From an optimization exercise on the open Yosys and OpenROAD flow, aimed at small area, a short achievable clock period and few clock cycles; shortcuts taken in it are not production practice. The RTL was checked by simulation tests, not by an equivalence proof against the original design. No activity file was given, so power comes from the tool's default toggle rates.

==> v23 <==
==> flow/design.v (excerpt) <==
module bsac_lag (
    input  wire        clk,
    input  wire        rst,
    input  wire        in_valid,
    output wire        in_ready,
    input  wire [31:0] in_data,
    input  wire [6:0]  in_min_period,
    output wire        out_valid,
    input  wire        out_ready,
    output wire [6:0]  out_lag,
    output wire [6:0]  out_best_lag,
    output wire [8:0]  out_best_value,
    output wire [8:0]  out_global_max,
    output wire        out_err
);
clock: 10.0 ns
lec_check: 0
cap_margin: 20
core_margin: 2
core_utilization: 40
place_density: 0.6
setup_slack_margin: 5
slew_margin: 20
run.sh (not shown) runs the stock make flow with config.mk's settings and CLKGATE_MAP_FILE= SYNTH_SCRIPT=/design/flow/synth_recipe.tcl, a recipe that flattens the netlist after the stock synthesis.
==> v27 (differences from v23) <==
--- a/flow/design.v
+++ b/flow/design.v
@@ -155,24 +155,27 @@
     end
     reg [6:0]  d;          
     reg [6:0]  ed;         
     reg [6:0]  qq;         
     reg [6:0]  rr;         
     reg [6:0]  k;
     reg [6:0]  tgt;        
     reg [6:0]  racc;       
+    reg [2:0]  hc;         
     reg        cph;        
     reg        pk_r, cv_r;
     reg [6:0]  rlag;
     reg        rerr;
     reg [2:0]  mpl;        
     reg        ds_act;
     reg [6:0]  ds_d;
     reg [8:0]  ds_d3;      
+    reg [8:0]  e3;         
+    reg [8:0]  d3r;        
     function [8:0] r4step;
         input [6:0] rem;
         input [1:0] nn;
         input [6:0] dd;
         input [8:0] d3;        
         reg   [9:0] rr4, t1, t2, t3;
         begin
             rr4 = {1'b0, rem, nn};
@@ -204,18 +207,17 @@
     wire [3:0] cv4, lt4;
     genvar gq;
     generate
         for (gq = 0; gq < 4; gq = gq + 1) begin : g_q4
             assign cv4[gq] = {1'b0, b_q, gq[1:0]} < dl;
             assign lt4[gq] = {b_q, gq[1:0]} < mp;
         end
     endgenerate
-    wire       stall = (hs == H_CHK);
-    always @(posedge clk) if (!stall) begin
+    always @(posedge clk) begin
         a_d  <= ds_d;
         a_d3 <= ds_d3;
         a_r  <= sa[6:0];
         a_q  <= {q6, sa[8:7]};
         b_d  <= a_d;
         b_d3 <= a_d3;
         b_r  <= sb[6:0];
         b_q  <= {a_q, sb[8:7]};
@@ -223,21 +225,18 @@
         dv_r  <= sc[6:0];
         dv_q  <= {b_q, sc[8:7]};
         dv_pk <= pk4[sc[8:7]];
         dv_cv <= cv4[sc[8:7]];
         dv_lt <= lt4[sc[8:7]];
     end
     wire       qhit  = dv_ov && dv_dd == ed;
     wire       qskip = qhit && (dv_lt || (dv_cv && !dv_pk));
-    reg  [7:0] rrd;        
-    reg  [6:0] qq1;        
     wire [7:0] rsum  = {1'b0, racc} + {1'b0, rr};
-    wire [7:0] rsmd  = {1'b0, racc} + rrd;
-    wire       rcy   = !rsmd[7];
+    wire       rcy   = rsum >= {1'b0, d};
     wire       cdec  = (hs == H_CHK) && cph && cv_r;    
     wire       hshort = {1'b0, bl} < {mp, 1'b0};        
     wire [6:0] d0    = bl >> mpl;
     reg        fin;
     reg [6:0]  fin_lag;
     always @(*) begin
         fin = 1'b0;
         fin_lag = bl;
@@ -256,61 +255,89 @@
                 end
             end else if (d == 7'd2) begin
                 fin = 1'b1;
             end
         end
         default: ;
         endcase
     end
-    wire       ds_rs = hgo && mp != 7'd0 && !hshort;
-    wire [8:0] d0x3  = {2'b0, d0} + {1'b0, d0, 1'b0};
-    wire di_v = ds_act && !ds_rs && !stall;
+    reg        ds_rs;
+    reg [6:0]  ds_rd;
+    reg [8:0]  ds_rd3;
+    wire [8:0] d0x3 = {2'b0, d0} + {1'b0, d0, 1'b0};
+    always @(*) begin
+        ds_rs = 1'b0;
+        ds_rd = d0;
+        ds_rd3 = d0x3;
+        if (hgo && mp != 7'd0 && !hshort)
+            ds_rs = 1'b1;
+        case (hs)
+        H_RUN: if (qhit && !qskip) begin
+            ds_rs = 1'b1;
+            ds_rd = ed - 7'd1;
+            ds_rd3 = e3 - 9'd3;
+        end
+        H_CHK: if (cdec && !pk_r && hc >= 3'd3) begin
+            ds_rs = 1'b1;
+            ds_rd = d - 7'd1;
+            ds_rd3 = d3r - 9'd3;
+        end
+        default: ;
+        endcase
+    end
+    wire di_v = ds_act && !ds_rs;
     always @(posedge clk) begin
         if (ds_rs) begin
-            ds_d  <= d0;
-            ds_d3 <= d0x3;
-        end else if (ds_act && !stall) begin
+            ds_d  <= ds_rd;
+            ds_d3 <= ds_rd3;
+        end else if (ds_act) begin
             ds_d  <= ds_d - 7'd1;
             ds_d3 <= ds_d3 - 9'd3;
         end
         pk_r <= pass[tgt];
         cv_r <= {1'b0, tgt} < dl;
-        if (hgo)
+        if (hgo) begin
             ed <= d0;
+            e3 <= d0x3;
+        end
         case (hs)
         H_RUN: if (qhit) begin
             if (qskip) begin
                 ed <= ed - 7'd1;
+                e3 <= e3 - 9'd3;
             end else begin
+                d3r  <= e3;
                 qq   <= dv_q;
-                qq1  <= dv_q + 7'd1;
-                rrd  <= {1'b0, dv_r} - {1'b0, ed};
                 rr   <= dv_r;
                 tgt  <= dv_q;
                 racc <= dv_r;
                 k    <= 7'd1;
                 d    <= ed;
+                hc   <= 3'd0;
                 cph  <= 1'b0;
             end
         end
         H_CHK: begin
+            if (!hc[2])
+                hc <= hc + 3'd1;
             cph <= !cph;
             if (cdec) begin
                 if (pk_r) begin
                     k <= k + 7'd1;
                     if (rcy) begin
-                        racc <= rsmd[6:0];
-                        tgt  <= tgt + qq1;
+                        racc <= rsum[6:0] - d;
+                        tgt  <= tgt + qq + 7'd1;
                     end else begin
                         racc <= rsum[6:0];
                         tgt  <= tgt + qq;
                     end
                 end else begin
                     ed <= d - 7'd1;
+                    e3 <= d3r - 9'd3;
                 end
             end
         end
         default: ;
         endcase
         if (fin) begin
             rlag <= fin_lag;
             rerr <= (mp == 7'd0);
@@ -411,24 +438,22 @@
                     is_st  <= 1'b1;
                 end
             end
             if (is_st && !iss_nx)
                 is_st <= 1'b0;
             tv  <= {tv[LAT-2:0], iss};
             rv  <= c_v && !c_m;
             hgo <= rv && rj == LASTW;
-            if (!stall) begin
-                a_v   <= di_v;
-                b_v   <= a_v;
-                dv_ov <= b_v;
-            end
+            a_v   <= di_v;
+            b_v   <= a_v;
+            dv_ov <= b_v;
             if (ds_rs)
-                ds_act <= 1'b1;
-            else if (ds_act && ds_d == 7'd2 && !stall)
+                ds_act <= (ds_rd >= 7'd2);
+            else if (ds_act && ds_d == 7'd2)
                 ds_act <= 1'b0;
             if (hgo && !fin)
                 hs <= H_RUN;
             case (hs)
             H_RUN: if (qhit && !qskip) hs <= H_CHK;
             H_CHK: if (cdec && !pk_r && !fin) hs <= H_RUN;
             default: ;
             endcase
==> comparison table <==
Run status: v23 finished clean; v27 finished clean
Total length of routed met3 wires: v23 11430 µm; v27 13020 µm
Total via count in the routed design: v23 49620; v27 50940
Fraction of power consumed by combinational cells: v23 13.1%; v27 11.7%
Share of synthesized cell area in and, or, nand and nor gates: v23 3.440%; v27 3.879%
Fmax: v23 0.2291 GHz; v27 0.2540 GHz
Area of combinational cells with multiple inputs: v23 0.04653 mm²; v27 0.04710 mm²
Worst flop-to-flop path endpoint: v23 tgt[6]; v27 ds_d3[7]
Fraction of the cycle the final worst path needs: v23 43.65%; v27 39.36%
Number of combinational gates with multiple inputs: v23 4090; v27 4249
PnR worst setup slack: v23 5.635 ns; v27 6.064 ns
Non-clock buffer count in the final layout: v23 111; v27 113
Worst stage delay on the critical path: v23 0.43 ns; v27 0.59 ns
CTS sink count: v23 1625; v27 1631
Standard cell core area: v23 0.2301 mm²; v27 0.2299 mm²
Final setup skew: v23 0.05073 ns; v27 0.06830 ns
Signed area change from the synthesized netlist to the final layout: v23 9.858%; v27 10.26%
Testbench counts of v23, summed over its fixed seeds: cycles 8,041.
Testbench counts of v27, summed over its fixed seeds: cycles 8,173.

## separate check: timing with driven ports
How much do the figures lean on ideal ports? The routed layouts below were timed once more, with nothing changed but the port constraints. Step 1, drivers: a clkbuf_16 drives clk and a buf_2 each remaining input, both assumed. Step 2 times the ports against the registers' clock, not the clock port: input delays grow and output delays shrink by t, the midpoint of the rising clock arrivals with the driver on. a / b / c = ideal / step 1 / step 2; a / b = the first two.
run | t, ns | slack for setup (ns) | hold slack, ns
v23 | 0.903 | 5.635 / 5.635 / 5.635 | 0.307 / 0.307 / 0.307
v27 | 0.911 | 6.064 / 5.973 / 6.142 | 0.307 / 0.307 / 0.307
After both steps setup and hold are still met in every run listed.
